This is an optimization exercise on Yosys and OpenROAD, whose aim is small area, not a production implementation.
Only simulation tests tie the RTL to the original design; equivalence was not proved.
Power and IR drop assume default switching activity.

==> flow/design.v (excerpt) <==
module ecb (
    input  wire        clk,
    input  wire        rst,         
    input  wire        in_valid,
    input  wire [7:0]  in_data,
    input  wire        in_last,
    output wire        in_ready,
    output reg         done,
    output reg  [3:0]  status,
    output reg  [63:0] rdata
);
Size in the first run: ~1900 cells after synthesis, about 600 flip-flops, roughly 82 I/O pins.
export LEC_CHECK = 0
export ABC_AREA = 1
export CAP_MARGIN = 20
export CORE_MARGIN = 2
export CORE_UTILIZATION = 40
export SLEW_MARGIN = 20
create_clock -name core_clock -period 10.0 [get_ports {clk}]
standard.sh (not shown) runs the stock make flow with config.mk's settings and CLKGATE_MAP_FILE= SYNTH_SCRIPT=/design/flow/synth_recipe.tcl, a recipe that flattens the netlist after the stock synthesis.
==> flow/flow/run.sh <==
#!/bin/bash
# The standard ORFS layout (the standard.sh) with these changes:
#  - every input and output port is still buffered, with the smallest buffer cell;
#  - clock tree synthesis uses small buffers, fixed sink clustering and no dummy loads.
set -euo pipefail
export BUFFER_PORTS_ARGS="-buffer_cell sky130_fd_sc_hd__buf_1"
export CTS_ARGS="-sink_clustering_enable -repair_clock_nets -buf_list {sky130_fd_sc_hd__clkbuf_4 sky130_fd_sc_hd__clkbuf_8} -sink_clustering_size 12 -sink_clustering_max_diameter 45 -dont_use_dummy_load"
bash standard.sh > standard_flow.log 2>&1
Next try:
==> flow/flow/run.sh (replaced) <==
#!/bin/bash
# The standard ORFS layout (the standard.sh) with these changes:
#  - every input and output port is still buffered, with the smallest buffer cell;
#  - clock tree synthesis uses small buffers, fixed sink clustering and no dummy loads.
set -euo pipefail
export BUFFER_PORTS_ARGS="-buffer_cell sky130_fd_sc_hd__buf_1"
export CTS_ARGS="-sink_clustering_enable -repair_clock_nets -buf_list sky130_fd_sc_hd__clkbuf_4 -sink_clustering_size 11 -sink_clustering_max_diameter 40 -dont_use_dummy_load"
bash standard.sh > standard_flow.log 2>&1
Non-clock buffer count is unchanged. Final area fell slightly. Area after synthesis stays the same. Register-to-register slack degrades by 20 ps. Setup slack degrades by 25 ps. Wire length stays flat. Power fell by a few percent. Sequential power stays flat. Final cell count rose slightly. Clock skew rose by 9.4 ps. Global-route usage barely changes.
Next try:
--- a/flow/flow/run.sh
+++ b/flow/flow/run.sh
@@ -5,4 +5,4 @@
 set -euo pipefail
 export BUFFER_PORTS_ARGS="-buffer_cell sky130_fd_sc_hd__buf_1"
-export CTS_ARGS="-sink_clustering_enable -repair_clock_nets -buf_list sky130_fd_sc_hd__clkbuf_4 -sink_clustering_size 11 -sink_clustering_max_diameter 40 -dont_use_dummy_load"
+export CTS_ARGS="-sink_clustering_enable -repair_clock_nets -buf_list sky130_fd_sc_hd__clkbuf_4 -sink_clustering_size 10 -sink_clustering_max_diameter 40 -dont_use_dummy_load"
 bash standard.sh > standard_flow.log 2>&1
Outcome:
- The new run went through all stages and came out clean
- non-clock buffer count is unchanged
- total power rose slightly
- register-to-register slack gets better by 50 ps
- global-route usage barely changes
- sequential share of layout area hardly moves
- fmax increases slightly
- sequential power barely changes
- worst hold slack stays flat
- sequential cell count stays the same

========
the previous run:
ecb, a different RTL version from the one above (not shown whole).
Size: roughly 630 flip-flops, about 82 I/O pins, ~21000 sq um of cells after synthesis.
Settings: LEC_CHECK=0, ABC_AREA=1, CAP_MARGIN=20, CORE_MARGIN=2, CORE_UTILIZATION=40, CTS_BUF_LIST=sky130_fd_sc_hd__clkbuf_4, SLEW_MARGIN=20; clock period 10.0 ns.
run.sh (not shown) runs the stock make flow with config.mk's settings and CLKGATE_MAP_FILE= SYNTH_SCRIPT=/design/flow/synth_recipe.tcl, a recipe that flattens the netlist after the stock synthesis.
Stock flow here: none of the scripts above is used.
Having completed the whole flow, the previous run delivered a layout that passed the timing, design-rule and antenna checks.
Setup changes, the previous run to the current run
- a deleted ABC_AREA that had been 1
- a deleted CTS_BUF_LIST that had been sky130_fd_sc_hd__clkbuf_4
### Flow results
A endpoint of the worst setup timing path of in_ready is what the current run shows, while acc[11] belongs to the previous run. Post-route fraction of the period consumed by the critical path up 1.6 points in the current run wrt the previous run. Compared with the previous run, in the current run remaining global-route overflow about even; proportion of power drawn by combinational gates fell 6.8 points; initial core utilization rose 0.17 points.

static timing again, ports no longer ideal:
No port has a modelled driver above. Below, the same layouts with a new extraction and two added sets of constraints.
Step 1 sets driving cells, clkbuf_16 on the clock port and buf_2 on the other inputs (assumed; they add their load-dependent delay and slew).
Step 2 also shifts input and output timing later by t, the mid clock arrival at the registers, as if the neighbouring blocks saw the same clock.
a / b / c = ideal / step 1 / step 2; a / b = the first two.
run | shift t [ns] | setup slack, ns | clock arrival spread, ns | pins driven straight from the clock port
the first run of note 1 | 0.668 | 1.771 / 1.771 / 1.771 | 0.085 / 0.085 | 1
the second run of note 1 | 0.834 | 1.747 / 1.747 / 1.747 | 0.095 / 0.095 | 1
the third run of note 1 | 0.844 | 1.795 / 1.795 / 1.795 | 0.137 / 0.137 | 1
the previous run | 0.971 | 3.435 / 3.435 / 3.000 | 0.080 / 0.079 | 1
the current run | 0.660 | 3.273 / 3.216 / 3.100 | 0.041 / 0.042 | 1
After both steps every run listed still meets setup and hold. The setup slack of the previous run, which loses most, moves by 0.000 ns with the drivers and by -0.435 ns with both steps.
